Background: an optimization exercise with open tools, aiming at small area, a short achievable clock period and few clock cycles. Do not read the settings as production practice. Only simulation tests tie the RTL to the original design; equivalence was not proved.

==> flow/design.v, too long to show whole: its modules and the start of the top module <==
// module bbt_keygen: 744 lines
module bbt_keygen (
    input  wire         clk,
    input  wire         rst,
    input  wire         cmd_valid,
    output wire         cmd_ready,
    input  wire [2:0]   cmd_op,
    input  wire [31:0]  cmd_arg,
    output reg          done,
    output reg          err,
    output wire [31:0]  result,
    output wire [127:0] fkey,
    output wire [7:0]   name_addr,
    input  wire [7:0]   name_data,
    output wire [9:0]   mt_raddr,
    input  wire [31:0]  mt_rdata,
    output wire         mt_we,
    output wire [9:0]   mt_waddr,
    output wire [31:0]  mt_wdata
);
  // ...
==> flow/flow/run.sh <==
#!/bin/bash
set -euo pipefail
{
  echo "export SETUP_SLACK_MARGIN = 6"
  echo "export BUFFER_PORTS_ARGS = -buffer_cell sky130_fd_sc_hd__buf_2"
} >> config.mk
bash standard.sh > standard.log 2>&1
==> flow/standard.sh <==
#!/bin/bash
# synth_recipe.tcl (not shown) runs the flow's synth.tcl, then flattens the netlist and writes it again
# the make line also repeats each setting of config.mk as NAME=value (left out here)
make -C /OpenROAD-flow-scripts/flow DESIGN_CONFIG=/design/flow/config.mk WORK_HOME=/design/flow/orfs CLKGATE_MAP_FILE= SYNTH_SCRIPT=/design/flow/synth_recipe.tcl "${@:-finish}"
==> flow/config.mk <==
export PLATFORM = sky130hd
export DESIGN_NAME = bbt_keygen
export DESIGN_NICKNAME = bbt_keygen
export VERILOG_FILES = /design/flow/design.v
export SDC_FILE = /design/flow/constraint.sdc
export NUM_CORES = 4
export LEC_CHECK = 0
export ABC_CLOCK_PERIOD_IN_PS = 3500
export CAP_MARGIN = 20
export CORE_MARGIN = 2
export CORE_UTILIZATION = 55
export SLEW_MARGIN = 20
export SETUP_SLACK_MARGIN = 6
export BUFFER_PORTS_ARGS = -buffer_cell sky130_fd_sc_hd__buf_2
==> flow/constraint.sdc <==
create_clock -name core_clock -period 10.0 [get_ports {clk}]
set_input_delay 2.0000 -clock core_clock [delete_from_list [all_inputs] [get_ports {clk}]]
set_output_delay 2.0000 -clock core_clock [all_outputs]
set_load 0.01 [all_outputs]
==> summary.txt, run 1 <==
Most frequent cells in the layout = nand2_1 (449), buf_2 (293), inv_1 (238), buf_4 (205), edfxtp_1 (192)
Met2 usage = 0.6381
Starting Density = 0.5605
First-iteration detailed-routing DRC count = 3532
Hold path startpoint = fk[43]$_DFF_P_
Final Hold Vio Count = 0
Dpl cells = 3471
Total core area = 44410 um2
DR WL met3 = 14.64 mm
Synth warn = 1
# fillers = 3434
Routability cong. = 1.000
Final Setup Violations = 0
Fraction of area in registers = 0.2692
Multi-input logic area = 16200 um2
Ratio of cells with drive above 1 in the final layout = 0.2762
Skew final = 0.05316 ns
DR DRC count = 0
Rel. slew slack = 0.2737
Post-CTS Setup Bufs = 168
Clkbuf count = 51
Xor and xnor area share after synthesis = 0.07318
Worst Path Buf+Inv = 3
Number of global-route vias before repair = 23060
Synth Area in Compound Gates = 0.1465
Top Family by Delay on Critical Path = adder cells
Status = timing/DRC/antenna clean
Yosys reg bits = 325
Max reg flops = 128
CP startpoint kind = flip-flop
Count leader, synth = nand2_1
Synth area leader = edfxtp_1
Testbench counts, summed over its fixed seeds: cycles 30,159.
==> run 2: changes to the inputs <==
==> flow/flow/run.sh (replaced) <==
#!/bin/bash
set -euo pipefail
{
  echo "export SETUP_SLACK_MARGIN = 5"
  echo "export BUFFER_PORTS_ARGS = -buffer_cell sky130_fd_sc_hd__buf_2"
} >> config.mk
bash standard.sh > standard.log 2>&1
--- a/flow/config.mk
+++ b/flow/config.mk
@@ -11,4 +11,4 @@
 export CORE_UTILIZATION = 55
 export SLEW_MARGIN = 20
-export SETUP_SLACK_MARGIN = 6
+export SETUP_SLACK_MARGIN = 5
 export BUFFER_PORTS_ARGS = -buffer_cell sky130_fd_sc_hd__buf_2
==> run 2 against run 1 <==
Effect of this change: wire length is 2.9% lower; via count is 2.6% lower; utilization is 3.0 points lower; largest cell class unchanged.
==> summary.txt, run 2 <==
Most frequent cells in the layout = nand2_1 (456), buf_2 (301), inv_1 (242), edfxtp_1 (192), fa_1 (178)
Final min period = 5.770 ns
Worst hold path depth = 0
Post-synth top flop = edfxtp_1
Least-Margin Pin Slew = 1.092 ns
R2R cell count = 20
DR DRC count = 0 (unchanged)
Metal2 WL = 42.68 mm
Number of port buffers = 301
First drt pass iteration count = 12
Area delta synth->final = 20.93%
Synth Instances = 2712
Clock Pin Slew Worst Setup and Hold Paths = 0.06 ns
Yosys reg bits = 325 (unchanged)
Die area = 46980 um2
Status = timing/DRC/antenna clean
Top cells by area, synth = edfxtp_1 (23%), fa_1 (14%), dfxtp_1 (11%), nand2_1 (7.1%), xnor2_1 (4.7%)
Sequential area share after synthesis = 0.3386
CTS Buffer Depth = 3
Skew final = 0.02988 ns (-0.02329 ns)
Synth warn = 1 (unchanged)
Final worst slack = 4.230 ns
Root Buffer = clkbuf_16
Global route overflow = 0
Clock sink count = 325
Ratio of cells with drive above 1 in the final layout = 0.2368 (-0.03937)
WP data arrival = 6.05 ns
Max Clk Rate = 0.1733 GHz
M1 WL = 36.70 mm
CTS tree = yes
Crit end category = flip-flop
Hold buffer count at cts = 0
Kind of critical path = flip-flop to flip-flop
Pre-CTS setup slack = 3.661 ns
Gr usage total = 0.4267
Max Cap Violations = 0
Pin count of the biggest net entering global routing = 68
Count leader, synth = nand2_1
Syn nets = 3033
H-tree depth = 2
Final wirelength = 101.9 mm
Top reg by flops = fk
IO Pins = 302
Synth top cells by count = nand2_1 (472), inv_1 (254), edfxtp_1 (192), fa_1 (180), o21ai_0 (170)
Wire length per cell = 27.78 um
Syn Std Cell Area = 24890 um2
First-pass GRT wire length = 147.3 mm
DR WL met3 = 14.93 mm (+2.0%)
Ys async rst share = 0
Final Setup Violations = 0 (unchanged)
Cts bufs inserted = 37
Num rows = 77
Commonest non-fill, non-tap cell in the layout = nand2_1
Req. time, crit path = 10.28 ns
DR top layer = met5
Library cells used by synthesis = 89
Die width = 216.7 um
Crit path max fanout = 6
Post-DP HPWL = 73.04 mm
Setup TNS = 0 ns
Rel. slew slack = 0.2700 (-0.003682)
Initial antenna violation count = 1
Routability cong. = 1.035 (+3.4%)
Final instance area = 30110 um2
Top cell type's share of synthesized area = 0.2316
Starting Density = 0.5605 (unchanged)
CP startpoint kind = flip-flop
Die Y = 216.7 um
Synth area leader = edfxtp_1
Worst-Skew Late Latency = 0.59 ns
Fin util = 0.6778
Final Net Count = 3362
Slew Limit Fails = 0
Syn avg cell area = 9.179 um2
Via count = 23410
Max reg flops = 128 (unchanged)
Final Hold Vio Count = 0 (unchanged)
Detail Route Antenna Nets = 0
Number of flops mapped to enable cells by yosys = 192
Vias/cell = 6.385
Number of global-route vias before repair = 22470 (-2.6%)
First-iteration detailed-routing DRC count = 3626 (+2.7%)
Hold Crit Class = flip-flop to flip-flop
Final period utilization = 0.5770
RSZ-0062 raised after global routing = true
Placed Area = 27110 um2
Total core area = 44410 um2 (unchanged)
==> run 2: cell families after synthesis <==
group | Yosys count | synth area share
xor gates and xnor gates | 208 | 0.07318
AOI/OAI and AO/OA | 554 | 0.1465
muxes | 101 | 0.04408
buffers and inverters | 426 | 0.06559
adders and majority gates | 243 | 0.1764
and+or+nand+nor | 855 | 0.1557
DFF | 325 | 0.3386
==> run 2: worst max-delay path, cell delays in order (launching register included) <==
cell and delay, ns:
edfxtp_1 0.37, and2_4 0.16, buf_12 0.14, a222oi_1 0.84, inv_1 0.14, fa_1 0.53, inv_2 0.04, fa_1 0.48
inv_2 0.04, fa_1 0.53, inv_1 0.05, fa_1 0.49, inv_2 0.05, ha_4 0.23, nor2b_2 0.17, o21ai_2 0.17
o211ai_1 0.10, a41o_2 0.31, a221oi_4 0.35, nand2b_4 0.20, o311ai_4 0.08
==> run 2: layout make-up <==
cell class,instances,area (um2)
fill,3551,14310
inverter,256,967.2
tap,592,740.7
multi-input combinational,1961,15680
antenna,4,10.01
timing repair buffer,459,2957
clock inverter,20,209.0
clock buffer,48,1091
sequential,325,8443
timing repair inverter,1,7.507
==> run 2: final timing paths <==
check	end	startpoint	slack, ns
max	R[29]$_DFFE_PP_	dot_seen$_SDFFCE_PN0P_	4.23
min	fk[41]$_DFF_P_	fk[73]$_DFF_P_	0.34
max reg2reg	R[29]$_DFFE_PP_	dot_seen$_SDFFCE_PN0P_	4.23
min reg2reg	fk[41]$_DFF_P_	fk[73]$_DFF_P_	0.34
==> run 2: through the flow <==
step / std cells / hold slack [ns]
global route: 3663 / 0.3470
floorplan: 2712 / 0.3817
detailed placement: 3475 / 0.3298
global placement: 3475 / 0.3274
CTS: 3623 / 0.3445
finish: 3666 / 0.3444
==> run 2: layer usage <==
metal,global-route usage,up-vias
met2,0.6292,1845
met4,0.2349,5
met1,0.5439,11180
li1,-,9960
met3,0.1554,418
met5,0.02292,-
==> run 2: repair_timing <==
item,in CTS,in global routing
resized for setup,79,70
setup endpoints to repair,46,48
pin swaps,24,41
cloned,4,0
hold endpoints to repair,0,0
setup buffers,76,39
==> run 3: changes to the inputs <==
--- a/flow/config.mk
+++ b/flow/config.mk
@@ -11,4 +11,5 @@
 export CORE_UTILIZATION = 55
 export SLEW_MARGIN = 20
+export TNS_END_PERCENT = 5
 export SETUP_SLACK_MARGIN = 5
 export BUFFER_PORTS_ARGS = -buffer_cell sky130_fd_sc_hd__buf_2
==> run 3 against run 2 <==
Effect of this change: still clean on timing, DRC and antenna; synthesized cell count unchanged; wire length decreased by 1.4%; final cell count decreased by 0.22%; largest cell class unchanged; area after synthesis unchanged; first-iteration DRC count decreased by 1.7%; utilization decreased by 0.63 points; critical endpoint is now sd[29]$_DFFE_PP_.
==> summary.txt, run 3 <==
Final wirelength = 100.5 mm (-1.4%)
Num rows = 77 (unchanged)
R2r startpoint = tm$_SDFFE_PP1P_
Max Cap Violations = 0 (unchanged)
R2r endpoint = sd[29]$_DFFE_PP_
Global route overflow = 0 (unchanged)
Req. time, crit path = 10.29 ns (about the same)
Hold slack final = 0.3423 ns (-0.002104 ns)
Clock Pin Slew Worst Setup and Hold Paths = 0.07 ns (about the same)
CTS Buffer Depth = 3 (unchanged)
Area delta synth->final = 19.80%
Top cells by area, synth = edfxtp_1 (23%), fa_1 (14%), dfxtp_1 (11%), nand2_1 (7.1%), xnor2_1 (4.7%)
Worst hold path depth = 0 (unchanged)
Post-DP HPWL = 72.81 mm (-0.31%)
IO Pins = 302 (unchanged)
Cts bufs inserted = 39 (+5.4%)
Max reg flops = 128 (unchanged)
Library cells used by synthesis = 89 (unchanged)
Syn Std Cell Area = 24890 um2 (unchanged)
Starting Density = 0.5605 (unchanged)
Syn avg cell area = 9.179 um2 (unchanged)
Pin count of the biggest net entering global routing = 68 (unchanged)
Largest family of logic cells by synthesized area = adder cells
Mux share of post-synthesis cell area = 0.04408 (unchanged)
Gr usage total = 0.4234 (-0.003277)
Count leader, synth = nand2_1
Final worst slack = 4.533 ns (+0.3031 ns)
CP startpoint kind = flip-flop
Most frequent cells in the layout = nand2_1 (457), buf_2 (301), inv_1 (243), edfxtp_1 (192), fa_1 (176)
Worst R2R Setup Slack = 4.53 ns (+0.30 ns)
Synth Instances = 2712 (unchanged)
CTS tree = yes
Slew Limit Fails = 0 (unchanged)
Vias/cell = 6.380 (about the same)
First-pass GRT wire length = 145.8 mm (-1.0%)
Least-Margin Pin Slew = 1.110 ns (+0.01805 ns)
Number of flops mapped to enable cells by yosys = 192 (unchanged)
Final period utilization = 0.5467 (-0.03031)
Detail Route Antenna Nets = 0 (unchanged)
Adder-Cell Fraction of Synth Area = 0.1764 (unchanged)
Yosys reg bits = 325 (unchanged)
Via count = 23340 (-0.30%)
Skew final = 0.02600 ns (-0.003877 ns)
Die width = 216.7 um (unchanged)
Setup TNS = 0 ns (unchanged)
Rel. slew slack = 0.2580 (-0.01206)
Synth warn = 1 (unchanged)
R2R cell count = 18 (-10%)
Routability cong. = 1.043 (+0.77%)
RSZ-0062 raised after global routing = true
Status = timing/DRC/antenna clean
Pre-CTS setup slack = 3.607 ns (-0.05478 ns)
Total core area = 44410 um2 (unchanged)
Crit end category = flip-flop
Crit path max fanout = 26 (+20)
Post-synth top flop = edfxtp_1
Synth top cells by count = nand2_1 (472), inv_1 (254), edfxtp_1 (192), fa_1 (180), o21ai_0 (170)
Top reg by flops = fk
Number of global-route vias before repair = 22270 (-0.87%)
Number of port buffers = 301 (unchanged)
Ratio of cells with drive above 1 in the final layout = 0.2269 (-0.009936)
Die area = 46980 um2 (unchanged)
Hold buffer count at cts = 0 (unchanged)
Max Clk Rate = 0.1829 GHz (+5.5%)
Hold endpoint = fk[53]$_DFF_P_
First-iteration detailed-routing DRC count = 3566 (-1.7%)
Ys async rst share = 0 (unchanged)
Hold path startpoint = fk[85]$_DFF_P_
Synth Area in Compound Gates = 0.1465 (unchanged)
First drt pass iteration count = 9 (-3)
Syn nets = 3033 (unchanged)
Final Hold Vio Count = 0 (unchanged)
Final min period = 5.467 ns (-0.3031 ns)
DR DRC count = 0 (unchanged)
Final Setup Violations = 0 (unchanged)
Sequential area share after synthesis = 0.3386 (unchanged)
Die Y = 216.7 um (unchanged)
Synth Area in Simple Gates = 0.1557 (unchanged)
Worst-Skew Late Latency = 0.59 ns (about the same)
WP data arrival = 5.76 ns (-0.29 ns)
Final Net Count = 3350 (-0.36%)
Clock sink count = 325 (unchanged)
Xor and xnor area share after synthesis = 0.07318 (unchanged)
H-tree depth = 2 (unchanged)
Synth area leader = edfxtp_1
Top cell type's share of synthesized area = 0.2316 (unchanged)
Kind of critical path = flip-flop to flip-flop
Fin util = 0.6715 (-0.006339)
Root Buffer = clkbuf_16
Initial antenna violation count = 11 (+10)
Wire length per cell = 27.47 um (-1.1%)
Commonest non-fill, non-tap cell in the layout = nand2_1
Hold Crit Class = flip-flop to flip-flop
[run 3: changes by cell type in the layout (fill, tap and decap cells not counted), sizes merged]
cell	delta
buf	-13
inv	+4
clkinv	+2
diode	+3
clkbuf	+2
clkinvlp	-5
bufbuf	-1
[run 3: area by class of cell]
| class | instances | area (um2) |
|---|---|---|
| multi-input combinational | 1961 | 15540 |
| antenna | 7 | 17.52 |
| sequential | 325 | 8439 |
| timing repair buffer | 445 | 2811 |
| clock buffer | 50 | 1100 |
| inverter | 256 | 964.7 |
| timing repair inverter | 1 | 7.507 |
| tap | 592 | 740.7 |
| fill | 3588 | 14590 |
| clock inverter | 21 | 201.4 |
[run 3: through the flow]
step                instances  instance area (um2)
floorplan                2712                25260
global placement         3476                27090
detailed placement       3476                27100
CTS                      3640                29560
global route             3653                29810
finish                   3658                29820
[run 3: cell families (layout without fill, tap and decap cells)]
group,count (synthesis),in the layout
flip-flops,325,325
other,0,7
AO/OA/AOI/OAI,554,554
buffers and inverters,426,773
multiplexers,101,101
XOR/XNOR,208,208
AND/OR/NAND/NOR,855,855
adder cells (fa/ha/maj),243,243
[run 3: how the worst max path moves through the flow]
stage / from / endpoint / cells past startpoint
finish: tm$_SDFFE_PP1P_ / sd[29]$_DFFE_PP_ / 18
global route: dot_seen$_SDFFCE_PN0P_ / sd[29]$_DFFE_PP_ / 18
CTS: dot_seen$_SDFFCE_PN0P_ / R[29]$_DFFE_PP_ / 20
detailed placement: tm$_SDFFE_PP1P_ / R[24]$_DFFE_PP_ / 18
global placement: tm$_SDFFE_PP1P_ / R[24]$_DFFE_PP_ / 18
floorplan: cmd_op[1] / Q[0]$_DFFE_PP_ / 4
[run 3: critical path, cell delays in order (launching register included)]
cell and delay (ns):
dfxtp_4 0.39, buf_4 0.15, buf_12 0.17, a222oi_1 0.37
nand2_1 0.22, ha_1 0.37, fa_1 0.51, fa_1 0.55
fa_1 0.46, ha_4 0.32, and3_4 0.18, and3_1 0.17
a21oi_2 0.08, a211oi_4 0.38, a41o_4 0.33, a221oi_4 0.09
buf_4 0.14, o21ai_2 0.16, o311ai_4 0.13
[run 3: metal layers]
layer / wire length [um] / global-route usage / part of all wire / vias up
met3: 14020 / 0.1406 / 0.14 / 436
met1: 36980 / 0.5512 / 0.37 / 11190
met4: 7788 / 0.2724 / 0.078 / 6
met2: 41650 / 0.6056 / 0.41 / 1783
met5: 40 / 0 / 0.00040 / -
li1: - / - / - / 9926
[run 3: what timing repair did]
item | in CTS | in global routing
setup endpoints to repair | 46 | 48
pin swaps | 37 | 33
resized for setup | 80 | 33
gates cloned | 3 | 0
buffers inserted | 90 | 11
==> run 4: changes to the inputs <==
==> flow/flow/run.sh (replaced) <==
#!/bin/bash
set -euo pipefail
{
  echo "export SETUP_SLACK_MARGIN = 4.5"
  echo "export BUFFER_PORTS_ARGS = -buffer_cell sky130_fd_sc_hd__buf_2"
} >> config.mk
bash standard.sh > standard.log 2>&1
--- a/flow/config.mk
+++ b/flow/config.mk
@@ -11,5 +11,4 @@
 export CORE_UTILIZATION = 55
 export SLEW_MARGIN = 20
-export TNS_END_PERCENT = 5
-export SETUP_SLACK_MARGIN = 5
+export SETUP_SLACK_MARGIN = 4.5
 export BUFFER_PORTS_ARGS = -buffer_cell sky130_fd_sc_hd__buf_2
==> run 4 against run 3 <==
Effect of this change: synthesized cell count unchanged; utilization shrank 0.25 points; area after synthesis stayed put; clock skew grew 0.0075 ns; critical path type unchanged; wire length is 1.3% lower; sequential share of layout area rose by 0.095 points.
==> summary.txt, run 4 <==
Status = timing/DRC/antenna clean
Top cell type's share of synthesized area = 0.2316 (unchanged)
Routability cong. = 1.018 (-2.4%)
Crit end category = flip-flop
Root Buffer = clkbuf_16
Final Hold Vio Count = 0 (unchanged)
First-iteration detailed-routing DRC count = 3597 (+0.87%)
WP data arrival = 5.86 ns (+0.10 ns)
Clock Pin Slew Worst Setup and Hold Paths = 0.06 ns (about the same)
Skew final = 0.03351 ns (+0.007513 ns)
Area delta synth->final = 19.37%
Library cells used by synthesis = 89 (unchanged)
Synth Instances = 2712 (unchanged)
Commonest non-fill, non-tap cell in the layout = nand2_1
Max Clk Rate = 0.1798 GHz (-1.7%)
Yosys reg bits = 325 (unchanged)
Hold slack final = 0.3304 ns (-0.01188 ns)
Syn avg cell area = 9.179 um2 (unchanged)
Vias/cell = 6.390 (+0.16%)
Die Y = 216.7 um (unchanged)
Post-DP HPWL = 71.86 mm (-1.3%)
R2r startpoint = Q[18]$_DFFE_PP_
Top cells by area, synth = edfxtp_1 (23%), fa_1 (14%), dfxtp_1 (11%), nand2_1 (7.1%), xnor2_1 (4.7%)
Synth area leader = edfxtp_1
CTS Buffer Depth = 3 (unchanged)
Synth warn = 1 (unchanged)
Final min period = 5.561 ns (+0.09352 ns)
Crit-path slowest cell = edfxtp_1
Pin count of the biggest net entering global routing = 68 (unchanged)
Ratio of cells with drive above 1 in the final layout = 0.2198 (-0.007073)
Hold buffer count at cts = 0 (unchanged)
Slew Limit Fails = 0 (unchanged)
Sequential area share after synthesis = 0.3386 (unchanged)
Clock sink count = 325 (unchanged)
H-tree depth = 2 (unchanged)
Final wirelength = 99.19 mm (-1.3%)
Rel. slew slack = 0.2998 (+0.04187)
Req. time, crit path = 10.30 ns (about the same)
Hold path startpoint = fk[69]$_DFF_P_
Critical-path cell list = a222oi_1 -> nand2_1 -> ha_1 -> inv_1 -> fa_1 -> inv_1 -> fa_1 -> inv_1 -> fa_1 -> inv_1 -> ha_1 -> a21oi_2 -> nor2b_4 -> nor3_2 -> o211ai_1 -> a41o_4 -> a221oi_4 -> nand2b_4 -> o311ai_2
Die area = 46980 um2 (unchanged)
Slowest stage delay, CP = 0.62 ns (+0.07 ns)
Synth top cells by count = nand2_1 (472), inv_1 (254), edfxtp_1 (192), fa_1 (180), o21ai_0 (170)
CTS tree = yes
Most frequent cells in the layout = nand2_1 (461), buf_2 (301), inv_1 (248), edfxtp_1 (192), fa_1 (180)
Kind of critical path = flip-flop to flip-flop
Number of global-route vias before repair = 22310 (+0.17%)
Syn nets = 3033 (unchanged)
Gr usage total = 0.4143 (-0.009139)
Number of port buffers = 301 (unchanged)
CP startpoint kind = flip-flop
Global route overflow = 0 (unchanged)
Initial antenna violation count = 5 (-6)
DR DRC count = 0 (unchanged)
Num rows = 77 (unchanged)
Max reg flops = 128 (unchanged)
First-pass GRT wire length = 143.1 mm (-1.9%)
Crit path launch = Q[18]$_DFFE_PP_
Crit path max fanout = 6 (-77%)
First drt pass iteration count = 15 (+6)
Detail Route Antenna Nets = 0 (unchanged)
# fillers = 3646 (+1.6%)
Final Net Count = 3364 (+0.42%)
Setup TNS = 0 ns (unchanged)
IO Pins = 302 (unchanged)
Total core area = 44410 um2 (unchanged)
Starting Density = 0.5605 (unchanged)
Final period utilization = 0.5561 (+0.009352)
Sequential cell area = 8437 um2 (about the same)
Die width = 216.7 um (unchanged)
Worst-Skew Late Latency = 0.61 ns (+0.02 ns)
Least-Margin Pin Slew = 1.046 ns (-0.06399 ns)
Hold Crit Class = flip-flop to flip-flop
Post-synth top flop = edfxtp_1
Via count = 23450 (+0.48%)
Most frequent CP cell = inv_1
Final Setup Violations = 0 (unchanged)
Ys async rst share = 0 (unchanged)
Cts bufs inserted = 38 (-2.6%)
Syn Std Cell Area = 24890 um2 (unchanged)
Multi-input logic area = 15410 um2 (-0.82%)
Wire length per cell = 27.03 um (-1.6%)
RSZ-0062 raised after global routing = true
Top reg by flops = fk
Count leader, synth = nand2_1
Max Cap Violations = 0 (unchanged)
Number of flops mapped to enable cells by yosys = 192 (unchanged)
run 4: cell count changes in the layout (fill, tap and decap cells not counted), sizes merged:
cell	delta
inv	-4
buf	+16
bufbuf	-1
clkinv	-1
clkinvlp	+1
bufinv	+1
run 4: path summary, 6_finish.rpt:
| path | endpoint | slack, ns | cells past startpoint |
|---|---|---|---|
| setup reg to reg | R[29]$_DFFE_PP_ | 4.44 | 19 |
| setup / recovery | R[29]$_DFFE_PP_ | 4.44 | 19 |
| hold / removal | fk[37]$_DFF_P_ | 0.33 | 0 |
| hold reg to reg | fk[37]$_DFF_P_ | 0.33 | 0 |
run 4: worst max-delay path, delay by kind of cell, from the launching register on:
| family | cells | cell delay, ns |
|---|---|---|
| and+or+nand+nor | 4 | 0.56 |
| adders and majority gates | 5 | 2.29 |
| DFF | 1 | 0.62 |
| buffers and inverters | 4 | 0.22 |
| AOI/OAI and AO/OA | 6 | 1.58 |
run 4: what timing repair did:
action | 4_1_cts | 5_1_grt
cloned | 2 | 0
endpoints found under the setup margin | 46 | 28
gates resized for setup | 68 | 65
pin swaps | 13 | 27
endpoints found under the hold margin | 0 | 0
buffers inserted | 61 | 59
run 4: cell type report:
type | instances | area share
repair inverters | 1 | 0.0002526
inverters | 256 | 0.03246
clock inverters | 18 | 0.007916
repair buffers | 460 | 0.09563
clock buffers | 50 | 0.03558
multi-input cells | 1961 | 0.5187
well taps | 592 | 0.02493
flip-flops and latches | 325 | 0.2839
diodes | 7 | 0.0005895
run 4: per-stage QoR:
step           worst slack (ns)  utilization  std cells  area, um2
4_1_cts                   4.503       0.6511       3603      28920
3_3_place_gp              2.934       0.6039       3472      26820
3_5_place_dp              2.772       0.6039       3472      26820
6_report                  4.439       0.6690       3670      29710
5_1_grt                   4.281       0.6688       3665      29700
2_1_floorplan             4.536            -       2712      24950
run 4: kinds of logic after synthesis:
| group | after synthesis | share of synthesized area |
|---|---|---|
| AOI/OAI and AO/OA | 554 | 0.1465 |
| xor gates and xnor gates | 208 | 0.07318 |
| adders and majority gates | 243 | 0.1764 |
| buffers and inverters | 426 | 0.06559 |
| DFF | 325 | 0.3386 |
| muxes | 101 | 0.04408 |
| and+or+nand+nor | 855 | 0.1557 |
run 4: per-layer routing:
metal	wire, um	share of wire	global-route usage
met1	36650	0.37	0.5348
met2	41280	0.42	0.5994
met3	14070	0.14	0.1466
met4	7096	0.072	0.2477
met5	86	0.00087	0
==> run 5: changes to the inputs <==
==> flow/flow/run.sh (replaced) <==
#!/bin/bash
set -euo pipefail
{
  echo "export SETUP_SLACK_MARGIN = 4.5"
  echo "export BUFFER_PORTS_ARGS = -buffer_cell sky130_fd_sc_hd__buf_1"
} >> config.mk
bash standard.sh > standard.log 2>&1
--- a/flow/config.mk
+++ b/flow/config.mk
@@ -10,5 +10,7 @@
 export CORE_MARGIN = 2
 export CORE_UTILIZATION = 55
+export CTS_BUF_LIST = sky130_fd_sc_hd__clkbuf_4 sky130_fd_sc_hd__clkbuf_8
 export SLEW_MARGIN = 20
+export TNS_END_PERCENT = 5
 export SETUP_SLACK_MARGIN = 4.5
-export BUFFER_PORTS_ARGS = -buffer_cell sky130_fd_sc_hd__buf_2
+export BUFFER_PORTS_ARGS = -buffer_cell sky130_fd_sc_hd__buf_1
==> run 5 against run 4 <==
Effect of this change: still clean on timing, DRC and antenna; flip-flop and latch count stayed put; design area shrank 1.4%; global-route usage is 1.0 points lower; hold slack improved by 0.017 ns; synthesized cell count unchanged; utilization is 0.95 points lower; critical path depth is 1 higher; fmax grew 1.2%.
==> summary.txt, run 5 <==
Synth Instances = 2712 (unchanged)
Final Hold Vio Count = 0 (unchanged)
Synth area leader = edfxtp_1
Setup TNS = 0 ns (unchanged)
Crit-path slowest cell = fa_1
Ys async rst share = 0 (unchanged)
Top cell type's share of synthesized area = 0.2316 (unchanged)
Clock sink count = 325 (unchanged)
Pre-CTS setup slack = 3.005 ns (+0.2327 ns)
Syn Std Cell Area = 24890 um2 (unchanged)
Kind of critical path = flip-flop to flip-flop
Post-DP HPWL = 70.39 mm (-2.0%)
Ratio of cells with drive above 1 in the final layout = 0.1295 (-0.09030)
Status = timing/DRC/antenna clean
Hold buffer count at cts = 0 (unchanged)
Final min period = 5.492 ns (-0.06813 ns)
Worst-Skew Late Latency = 0.74 ns (+0.13 ns)
Worst R2R Setup Slack = 4.51 ns (+0.07 ns)
Library cells used by synthesis = 89 (unchanged)
Wire length per cell = 26.47 um (-2.1%)
Number of global-route vias before repair = 21990 (-1.4%)
Root Buffer = clkbuf_8
Max reg flops = 128 (unchanged)
Yosys reg bits = 325 (unchanged)
Detail Route Antenna Nets = 0 (unchanged)
Die Y = 216.7 um (unchanged)
Least-Margin Pin Slew = 1.054 ns (+0.007899 ns)
Synth top cells by count = nand2_1 (472), inv_1 (254), edfxtp_1 (192), fa_1 (180), o21ai_0 (170)
Syn avg cell area = 9.179 um2 (unchanged)
First-iteration detailed-routing DRC count = 3563 (-0.95%)
Die area = 46980 um2 (unchanged)
CTS tree = yes
First drt pass iteration count = 10 (-5)
Post-synth top flop = edfxtp_1
Top cells by area, synth = edfxtp_1 (23%), fa_1 (14%), dfxtp_1 (11%), nand2_1 (7.1%), xnor2_1 (4.7%)
Die width = 216.7 um (unchanged)
Final Setup Violations = 0 (unchanged)
Final worst slack = 4.508 ns (+0.06813 ns)
Global route overflow = 0 (unchanged)
Area delta synth->final = 17.68%
Sequential area share after synthesis = 0.3386 (unchanged)
Final cell count without fillers = 3705 (+0.95%)
RSZ-0062 raised after global routing = true
Routability cong. = 1.012 (-0.63%)
Num rows = 77 (unchanged)
Clock Pin Slew Worst Setup and Hold Paths = 0.06 ns (about the same)
Crit path max fanout = 11 (+5)
Syn nets = 3033 (unchanged)
Skew final = 0.07275 ns (+0.03924 ns)
Most frequent cells in the layout = nand2_1 (467), buf_1 (301), inv_1 (250), edfxtp_1 (192), fa_1 (180)
Crit end category = flip-flop
Pin count of the biggest net entering global routing = 68 (unchanged)
H-tree depth = 2 (unchanged)
CTS Buffer Depth = 3 (unchanged)
Number of port buffers = 301 (unchanged)
Initial antenna violation count = 2 (-3)
Total core area = 44410 um2 (unchanged)
Final Net Count = 3386 (+0.65%)
Count leader, synth = nand2_1
Via count = 23430 (-0.094%)
Gr usage total = 0.4041 (-0.01017)
Dpl cells = 3475 (+0.086%)
Slowest stage delay, CP = 0.58 ns (-0.04 ns)
CP startpoint kind = flip-flop
Hold Crit Class = flip-flop to flip-flop
Req. time, crit path = 10.39 ns (+0.09 ns)
Critical-path cell list = buf_6 -> a221oi_2 -> nand2_1 -> fa_1 -> inv_1 -> fa_1 -> inv_1 -> fa_1 -> inv_1 -> fa_1 -> inv_1 -> ha_4 -> a21oi_2 -> nor2b_1 -> o21ai_2 -> o211ai_1 -> a41o_4 -> a221oi_4 -> nand2b_1 -> o311ai_1
Commonest non-fill, non-tap cell in the layout = nand2_1
Synth warn = 1 (unchanged)
Max Cap Violations = 0 (unchanged)
Slew Limit Fails = 0 (unchanged)
First-pass GRT wire length = 140.6 mm (-1.8%)
Cts bufs inserted = 56 (+47%)
Rel. slew slack = 0.2955 (-0.004391)
Starting Density = 0.5605 (unchanged)
Top reg by flops = fk
Vias/cell = 6.324 (-1.0%)
Final wirelength = 98.06 mm (-1.1%)
DR DRC count = 0 (unchanged)
Number of flops mapped to enable cells by yosys = 192 (unchanged)
WP data arrival = 5.89 ns (+0.03 ns)
Max Clk Rate = 0.1821 GHz (+1.2%)
IO Pins = 302 (unchanged)
Final period utilization = 0.5492 (-0.006813)
[run 5: changes by cell type in the layout (fill, tap and decap cells not counted), moves of 7 or more]
cell and delta:
clkbuf_1 -7, buf_1 +301, clkbuf_16 -36, clkbuf_4 +16, buf_2 -301, clkbuf_8 +62
[run 5: cell families (layout without fill, tap and decap cells)]
| group | count (synthesis) | count (layout) | synth area share |
|---|---|---|---|
| and+or+nand+nor | 855 | 855 | 0.1557 |
| AOI/OAI and AO/OA | 554 | 554 | 0.1465 |
| buffers and inverters | 426 | 826 | 0.06559 |
| DFF | 325 | 325 | 0.3386 |
| adders and majority gates | 243 | 243 | 0.1764 |
| xor gates and xnor gates | 208 | 208 | 0.07318 |
| muxes | 101 | 101 | 0.04408 |
| other | 0 | 1 | 0 |
[run 5: metrics by stage]
stage / utilization / area [um2] / hold slack [ns]
final: 0.6596 / 29290 / 0.3474
after global routing: 0.6596 / 29290 / 0.3523
after CTS: 0.6400 / 28430 / 0.3480
after detailed placement: 0.5958 / 26460 / 0.3336
after global placement: 0.5958 / 26460 / 0.3310
after floorplan: - / 24940 / 0.3817
[run 5: path summary, 6_finish.rpt]
path | from | to | depth (start not counted)
setup / recovery | R[20]$_DFFE_PP_ | R[29]$_DFFE_PP_ | 20
hold / removal | fk[40]$_DFF_P_ | fk[8]$_DFF_P_ | 0
setup reg to reg | R[20]$_DFFE_PP_ | R[29]$_DFFE_PP_ | 20
hold reg to reg | fk[40]$_DFF_P_ | fk[8]$_DFF_P_ | 0
[run 5: worst max-delay path: cells and delay by family (launching register included)]
kind | cells | cell delay, ns
buffers and inverters | 5 | 0.44
DFF | 1 | 0.37
adders and majority gates | 5 | 2.44
AOI/OAI and AO/OA | 7 | 1.49
and+or+nand+nor | 3 | 0.40
[run 5: layout make-up]
cell class	count	area, um2
diodes	1	2.502
clock buffers	82	1028
fillers	3722	15120
inverters	256	964.7
repair buffers	464	2534
clock inverters	23	280.3
well taps	592	740.7
repair inverters	1	7.507
flip-flops and latches	325	8441
multi-input cells	1961	15300
[run 5: routing by layer]
metal,GRT usage,up-vias,share of wire
met3,0.1212,365,0.14
met2,0.6038,1781,0.43
met1,0.5323,11290,0.37
li1,-,9995,-
met5,0,-,0.00045
met4,0.2096,2,0.063
[run 5: timing repair]
action / CTS / global route
gates cloned: 2 / 3
gates resized for setup: 56 / 64
pin swaps: 10 / 35
buffers inserted: 51 / 68
endpoints found under the setup margin: 42 / 28
==> run 6: changes to the inputs <==
==> flow/flow/run.sh (replaced) <==
#!/bin/bash
set -euo pipefail
{
  echo "export SETUP_SLACK_MARGIN = 5"
  echo "export BUFFER_PORTS_ARGS = -buffer_cell sky130_fd_sc_hd__buf_1"
} >> config.mk
bash standard.sh > standard.log 2>&1
--- a/flow/config.mk
+++ b/flow/config.mk
@@ -13,4 +13,4 @@
 export SLEW_MARGIN = 20
 export TNS_END_PERCENT = 5
-export SETUP_SLACK_MARGIN = 4.5
+export SETUP_SLACK_MARGIN = 5
 export BUFFER_PORTS_ARGS = -buffer_cell sky130_fd_sc_hd__buf_1
==> run 6 against run 5 <==
Effect of this change: synthesized cell count stayed put; fmax is 0.43% lower; still clean on timing, DRC and antenna; via count down 1.7%; count of clock-buffer cells in the layout shrank 6; die area is the same; register-to-register slack worse by 0.02 ns; sequential share of layout area increased by 0.45 points; utilization fell by 1.1 points.
==> summary.txt, run 6 <==
Final Hold Vio Count = 0 (unchanged)
Hold Crit Class = flip-flop to flip-flop
Hold path startpoint = fk[84]$_DFF_P_
Number of flops mapped to enable cells by yosys = 192 (unchanged)
R2R cell count = 19 (-5.0%)
Max Cap Violations = 0 (unchanged)
Routability cong. = 1.017 (+0.49%)
Count leader, synth = nand2_1
Die width = 216.7 um (unchanged)
Top Family by Delay on Critical Path = adder cells
Least-Margin Pin Slew = 1.115 ns (+0.06076 ns)
CP startpoint kind = flip-flop
Status = timing/DRC/antenna clean
Kind of critical path = flip-flop to flip-flop
Synth top cells by count = nand2_1 (472), inv_1 (254), edfxtp_1 (192), fa_1 (180), o21ai_0 (170)
Initial antenna violation count = 8 (+6)
Top reg by flops = fk
Top cell type's share of synthesized area = 0.2316 (unchanged)
Num rows = 77 (unchanged)
Detail Route Antenna Nets = 0 (unchanged)
Largest family of logic cells by synthesized area = adder cells
Hold buffer count at cts = 0 (unchanged)
Worst Path Buf+Inv = 5 (unchanged)
Clock Pin Slew Worst Setup and Hold Paths = 0.07 ns (about the same)
Hold slack final = 0.3468 ns (-0.0006220 ns)
Root Buffer = clkbuf_8
Syn Std Cell Area = 24890 um2 (unchanged)
Final Net Count = 3323 (-1.9%)
Crit path max fanout = 5 (-6)
Sequential area share after synthesis = 0.3386 (unchanged)
Skew final = 0.04600 ns (-0.02676 ns)
Clock sink count = 325 (unchanged)
Req. time, crit path = 10.40 ns (about the same)
Most frequent cells in the layout = nand2_1 (461), buf_1 (301), inv_1 (244), edfxtp_1 (192), fa_1 (175)
Library cells used by synthesis = 89 (unchanged)
Final wirelength = 97.81 mm (-0.26%)
Commonest non-fill, non-tap cell in the layout = nand2_1
Ratio of cells with drive above 1 in the final layout = 0.1188 (-0.01073)
Post-DP HPWL = 72.23 mm (+2.6%)
Final Setup Violations = 0 (unchanged)
CTS tree = yes
Yosys reg bits = 325 (unchanged)
H-tree depth = 2 (unchanged)
Post-synth top flop = edfxtp_1
Rel. slew slack = 0.2549 (-0.04060)
Mux share of post-synthesis cell area = 0.04408 (unchanged)
Area delta synth->final = 15.77%
Crit end category = flip-flop
R2r startpoint = dot_seen$_SDFFCE_PN0P_
Synth Area in Simple Gates = 0.1557 (unchanged)
Cts bufs inserted = 56 (unchanged)
Wire length per cell = 26.84 um (+1.4%)
Synth Instances = 2712 (unchanged)
Gr usage total = 0.4119 (+0.007797)
Number of port buffers = 301 (unchanged)
Worst-Skew Late Latency = 0.72 ns (-0.02 ns)
Worst hold path depth = 0 (unchanged)
R2r endpoint = sd[29]$_DFFE_PP_
First-iteration detailed-routing DRC count = 3648 (+2.4%)
First-pass GRT wire length = 143.3 mm (+1.9%)
Adder-Cell Fraction of Synth Area = 0.1764 (unchanged)
Via count = 23030 (-1.7%)
Number of global-route vias before repair = 22130 (+0.62%)
Xor and xnor area share after synthesis = 0.07318 (unchanged)
Hold endpoint = fk[52]$_DFF_P_
Vias/cell = 6.320 (about the same)
Most frequent CP cell = fa_1
Total core area = 44410 um2 (unchanged)
IO Pins = 302 (unchanged)
DR DRC count = 0 (unchanged)
Synth warn = 1 (unchanged)
CTS Buffer Depth = 3 (unchanged)
Top cells by area, synth = edfxtp_1 (23%), fa_1 (14%), dfxtp_1 (11%), nand2_1 (7.1%), xnor2_1 (4.7%)
Synth Area in Compound Gates = 0.1465 (unchanged)
Global route overflow = 0 (unchanged)
Die area = 46980 um2 (unchanged)
Synth area leader = edfxtp_1
First drt pass iteration count = 9 (-1)
Final period utilization = 0.5516 (+0.002360)
RSZ-0062 raised after global routing = true
Worst R2R Setup Slack = 4.48 ns (-0.02 ns)
Syn avg cell area = 9.179 um2 (unchanged)
Setup TNS = 0 ns (unchanged)
Die Y = 216.7 um (unchanged)
WP data arrival = 5.92 ns (+0.03 ns)
Max reg flops = 128 (unchanged)
Starting Density = 0.5605 (unchanged)
Crit-path slowest cell = fa_1
Critical-path cell list = and2_4 -> buf_12 -> buf_4 -> buf_4 -> nand2_1 -> nand2_1 -> fa_1 -> inv_1 -> fa_1 -> inv_1 -> fa_1 -> fa_1 -> ha_2 -> o21ai_1 -> o211ai_1 -> a41o_4 -> a221oi_4 -> nand2b_4 -> o311ai_4
Ys async rst share = 0 (unchanged)
Slowest stage delay, CP = 0.59 ns (about the same)
Pin count of the biggest net entering global routing = 68 (unchanged)
Syn nets = 3033 (unchanged)
Slew Limit Fails = 0 (unchanged)
Max Clk Rate = 0.1813 GHz (-0.43%)
Final min period = 5.516 ns (+0.02360 ns)
Fin util = 0.6489 (-0.01068)
## run 6: cell types whose count changed in the layout (fill, tap and decap cells not counted), sizes merged
cell | previous run | this run
clkinvlp | 3 | 4
bufbuf | 1 | 3
bufinv | 5 | 3
diode | 1 | 4
inv | 256 | 254
clkbuf | 85 | 76
buf | 460 | 398
clkinv | 16 | 24
## run 6: worst register-to-register path: stages (launching register included)
cell	delay, ns
edfxtp_1	0.37
and2_4	0.16
buf_12	0.13
buf_4	0.14
buf_4	0.15
nand2_1	0.20
nand2_1	0.24
fa_1	0.59
inv_1	0.06
fa_1	0.52
inv_1	0.05
fa_1	0.49
fa_1	0.54
ha_2	0.34
o21ai_1	0.15
o211ai_1	0.14
a41o_4	0.31
a221oi_4	0.36
nand2b_4	0.21
o311ai_4	0.08
## run 6: what timing repair did
item,4_1_cts,5_1_grt
buffers inserted,46,12
gates resized for setup,46,37
endpoints found under the hold margin,0,0
cloned,4,0
pin swaps,24,31
endpoints found under the setup margin,56,52
## run 6: layout make-up
| type | instances | area [um2] |
|---|---|---|
| fillers | 3815 | 15590 |
| well taps | 592 | 740.7 |
| diodes | 4 | 10.01 |
| flip-flops and latches | 325 | 8433 |
| multi-input cells | 1961 | 15410 |
| clock inverters | 28 | 262.8 |
| repair buffers | 401 | 2023 |
| clock buffers | 76 | 964.7 |
| inverters | 256 | 968.4 |
| repair inverters | 1 | 7.507 |
## run 6: logic make-up after synthesis
| logic type | count (synthesis) |
|---|---|
| AND/OR/NAND/NOR | 855 |
| AO/OA/AOI/OAI | 554 |
| buffers and inverters | 426 |
| multiplexers | 101 |
| XOR/XNOR | 208 |
| flip-flops | 325 |
| adder cells (fa/ha/maj) | 243 |
## run 6: metal layers
layer / GRT usage / routed length (um) / vias up
met1: 0.5279 / 36160 / 11050
met3: 0.1396 / 13410 / 393
li1: - / - / 9876
met5: 0 / 24 / -
met2: 0.6078 / 41530 / 1704
met4: 0.2402 / 6682 / 4
## run 6: how the worst max path moves through the flow
stage                           startpoint               end  slack, ns  cells past startpoint
floorplan                        cmd_op[1]    Q[0]$_DFFE_PP_       4.59                      4
global placement           tm$_SDFFE_PP1P_   R[24]$_DFFE_PP_       3.71                     18
detailed placement         tm$_SDFFE_PP1P_   R[24]$_DFFE_PP_       3.63                     18
CTS                 dot_seen$_SDFFCE_PN0P_   R[30]$_DFFE_PP_       4.51                     18
global route        dot_seen$_SDFFCE_PN0P_   R[29]$_DFFE_PP_       4.37                     21
finish              dot_seen$_SDFFCE_PN0P_  sd[29]$_DFFE_PP_       4.48                     19
## run 6: metrics by stage
stage | area, um2 | instances | setup slack, ns
global placement | 26700 | 3474 | 3.713
finish | 28820 | 3644 | 4.484
floorplan | 25260 | 2712 | 4.589
CTS | 28580 | 3628 | 4.510
global route | 28820 | 3643 | 4.366
detailed placement | 26700 | 3474 | 3.629
==> run 7: changes to the inputs <==
==> flow/flow/run.sh (replaced) <==
#!/bin/bash
set -euo pipefail
{
  echo "export SETUP_SLACK_MARGIN = 5.5"
  echo "export BUFFER_PORTS_ARGS = -buffer_cell sky130_fd_sc_hd__buf_1"
} >> config.mk
bash standard.sh > standard.log 2>&1
--- a/flow/config.mk
+++ b/flow/config.mk
@@ -9,8 +9,8 @@
 export CAP_MARGIN = 20
 export CORE_MARGIN = 2
-export CORE_UTILIZATION = 55
+export CORE_UTILIZATION = 60
 export CTS_BUF_LIST = sky130_fd_sc_hd__clkbuf_4 sky130_fd_sc_hd__clkbuf_8
 export SLEW_MARGIN = 20
 export TNS_END_PERCENT = 5
-export SETUP_SLACK_MARGIN = 5
+export SETUP_SLACK_MARGIN = 5.5
 export BUFFER_PORTS_ARGS = -buffer_cell sky130_fd_sc_hd__buf_1
==> run 7 against run 6 <==
Effect of this change: still clean on timing, DRC and antenna; count of clock-buffer cells in the layout up 3; non-clock buffer count up 22; setup slack worse by 0.015 ns; die area down 8.2%; register-to-register slack worse by 0.02 ns; hold slack better by 0.0025 ns; synthesized cell count unchanged; highest routed layer unchanged.
==> summary.txt, run 7 <==
Max reg flops = 128 (unchanged)
Most frequent cells in the layout = nand2_1 (460), buf_1 (301), inv_1 (238), edfxtp_1 (192), fa_1 (176)
Final Setup Violations = 0 (unchanged)
Syn nets = 3033 (unchanged)
Pre-CTS setup slack = 3.759 ns (+0.1302 ns)
Die Y = 207.7 um (-4.2%)
Count leader, synth = nand2_1
Top reg by flops = fk
# fillers = 3183 (-17%)
Area delta synth->final = 16.35%
Synth area leader = edfxtp_1
Synth Instances = 2712 (unchanged)
Yosys reg bits = 325 (unchanged)
CTS Buffer Depth = 3 (unchanged)
Gr usage total = 0.4417 (+0.02977)
IO Pins = 302 (unchanged)
Top cells by area, synth = edfxtp_1 (23%), fa_1 (14%), dfxtp_1 (11%), nand2_1 (7.1%), xnor2_1 (4.7%)
Final min period = 5.532 ns (+0.01550 ns)
Final Hold Vio Count = 0 (unchanged)
Top cell type's share of synthesized area = 0.2316 (unchanged)
Syn Std Cell Area = 24890 um2 (unchanged)
Wire length per cell = 27.02 um (+0.67%)
Die area = 43140 um2 (-8.2%)
Fin util = 0.7077 (+0.05882)
Commonest non-fill, non-tap cell in the layout = nand2_1
Cts bufs inserted = 55 (-1.8%)
Starting Density = 0.6083 (+0.04779)
Initial antenna violation count = 3 (-5)
Setup TNS = 0 ns (unchanged)
Crit end category = flip-flop
Final Net Count = 3344 (+0.63%)
Slew Limit Fails = 0 (unchanged)
Vias/cell = 6.550 (+3.6%)
Number of flops mapped to enable cells by yosys = 192 (unchanged)
Via count = 23600 (+2.5%)
Global route overflow = 0 (unchanged)
First-pass GRT wire length = 142.8 mm (-0.34%)
Worst-Skew Late Latency = 0.73 ns (about the same)
Max Cap Violations = 0 (unchanged)
Final worst slack = 4.468 ns (-0.01550 ns)
Sequential area share after synthesis = 0.3386 (unchanged)
Number of port buffers = 301 (unchanged)
Req. time, crit path = 10.39 ns (about the same)
Sequential cell area = 8448 um2 (+0.18%)
CTS tree = yes
Total core area = 40920 um2 (-7.9%)
Post-synth top flop = edfxtp_1
Rel. slew slack = 0.2919 (+0.03709)
Max Clk Rate = 0.1808 GHz (-0.28%)
Kind of critical path = flip-flop to flip-flop
Number of global-route vias before repair = 22570 (+2.0%)
Pin count of the biggest net entering global routing = 68 (unchanged)
Synth warn = 1 (unchanged)
Hold Crit Class = flip-flop to flip-flop
H-tree depth = 2 (unchanged)
Least-Margin Pin Slew = 1.060 ns (-0.05549 ns)
First drt pass iteration count = 8 (-1)
First-iteration detailed-routing DRC count = 3256 (-11%)
Synth top cells by count = nand2_1 (472), inv_1 (254), edfxtp_1 (192), fa_1 (180), o21ai_0 (170)
Die width = 207.7 um (-4.2%)
RSZ-0062 raised after global routing = true
Root Buffer = clkbuf_8
Skew final = 0.06966 ns (+0.02366 ns)
Ys async rst share = 0 (unchanged)
DR DRC count = 0 (unchanged)
Post-DP HPWL = 70.40 mm (-2.5%)
Clock Pin Slew Worst Setup and Hold Paths = 0.07 ns (about the same)
Status = timing/DRC/antenna clean
Syn avg cell area = 9.179 um2 (unchanged)
Final period utilization = 0.5532 (+0.001550)
WP data arrival = 5.92 ns (about the same)
Detail Route Antenna Nets = 0 (unchanged)
Ratio of cells with drive above 1 in the final layout = 0.1281 (+0.009372)
Multi-input logic area = 15430 um2 (+0.11%)
Final wirelength = 97.35 mm (-0.46%)
Crit path max fanout = 4 (-1)
CP startpoint kind = flip-flop
Num rows = 74 (-3.9%)
Library cells used by synthesis = 89 (unchanged)
Clock sink count = 325 (unchanged)
Routability cong. = 1.065 (+4.8%)
run 7: metal layers:
layer  wire (um)  share of wire  vias to the layer above  global-route usage
li1            -              -                     9919                   -
met1       34600           0.36                    11280              0.5624
met2       40910           0.42                     1941              0.6433
met3       14590           0.15                      453              0.1641
met4        7231          0.074                        2              0.2639
met5          13        0.00013                        -                   0
run 7: path summary, 6_finish.rpt:
| check | start | to | slack [ns] | cells past startpoint |
|---|---|---|---|---|
| hold / removal | fk[55]$_DFF_P_ | fk[23]$_DFF_P_ | 0.35 | 0 |
| setup / recovery | Q[19]$_DFFE_PP_ | sd[28]$_DFFE_PP_ | 4.47 | 18 |
| hold reg to reg | fk[55]$_DFF_P_ | fk[23]$_DFF_P_ | 0.35 | 0 |
| setup reg to reg | Q[19]$_DFFE_PP_ | sd[28]$_DFFE_PP_ | 4.47 | 18 |
run 7: critical path: stages (launching register included):
cell and delay, ns:
edfxtp_1 0.67, a222oi_1 0.63, inv_1 0.14, fa_2 0.56, inv_2 0.04, fa_1 0.47
inv_1 0.05, fa_1 0.48, inv_2 0.04, fa_2 0.53, inv_2 0.04, ha_4 0.26
buf_4 0.14, a21o_1 0.17, a21o_1 0.21, a21oi_4 0.30, a21oi_4 0.11, o211ai_1 0.25
o311ai_2 0.16
run 7: metrics by stage:
stage | instances | instance area [um2] | hold WS, ns
final | 3603 | 28960 | 0.3493
after global routing | 3600 | 28960 | 0.3499
after CTS | 3575 | 28570 | 0.3477
after detailed placement | 3409 | 26600 | 0.3334
after global placement | 3409 | 26590 | 0.3303
after floorplan | 2712 | 25270 | 0.3817
run 7: repair_timing:
item | CTS | global route
pin swaps | 34 | 41
hold buffers | 0 | 0
cloned | 3 | 2
setup endpoints to repair | 63 | 65
resized for setup | 59 | 30
setup buffers | 62 | 22
run 7: cells by family (layout without fill, tap and decap cells):
logic type	Yosys count	count (layout)	share of synthesized area
simple gates	855	855	0.1557
other cells	0	4	0
xor+xnor	208	208	0.07318
buf+inv	426	781	0.06559
fa+ha+maj	243	243	0.1764
flops	325	325	0.3386
mux	101	101	0.04408
compound gates	554	554	0.1465
run 7: final cells by class:
class	count	share of cell area
Antenna cell	4	0.0003456
Clock buffer	79	0.03517
Clock inverter	22	0.006005
Inverter	256	0.03339
Multi-Input combinational cell	1961	0.5327
Sequential cell	325	0.2917
Tap cell	532	0.02298
Timing Repair Buffer	423	0.07750
Timing Repair inverter	1	0.0002592

==> static timing again, ports no longer ideal <==
How much do the figures lean on ideal ports? The routed layouts below were timed once more, with nothing changed but the port constraints.
Step 1 (the two cells are an assumption about what drives the block):
set clk [get_ports {clk}]
set_driving_cell -lib_cell sky130_fd_sc_hd__clkbuf_16 $clk
set_driving_cell -lib_cell sky130_fd_sc_hd__buf_2 [delete_from_list [all_inputs] $clk]
Step 2, shift: input delay + t, output delay - t, t = (earliest + latest rising clock arrival at the registers) / 2. This alone moves slack from input paths to output paths.
Slacks: no drivers / after step 1 / after step 2; pairs: no drivers / after step 1.
run	t (ns)	slack for setup (ns)	worst register clock-pin slew, ns	cell pins on the clock port's net
run 1	0.647	4.503 / 4.503 / 4.503	0.07 / 0.07	1
run 2	0.639	4.230 / 4.230 / 4.230	0.07 / 0.07	1
run 3	0.633	4.533 / 4.533 / 4.533	0.07 / 0.07	1
run 4	0.649	4.439 / 4.439 / 4.439	0.07 / 0.07	1
run 5	0.762	4.508 / 4.508 / 4.508	0.08 / 0.08	1
run 6	0.757	4.484 / 4.484 / 4.484	0.07 / 0.07	1
run 7	0.756	4.468 / 4.468 / 4.468	0.08 / 0.08	1
After both steps every run listed still meets setup and hold.
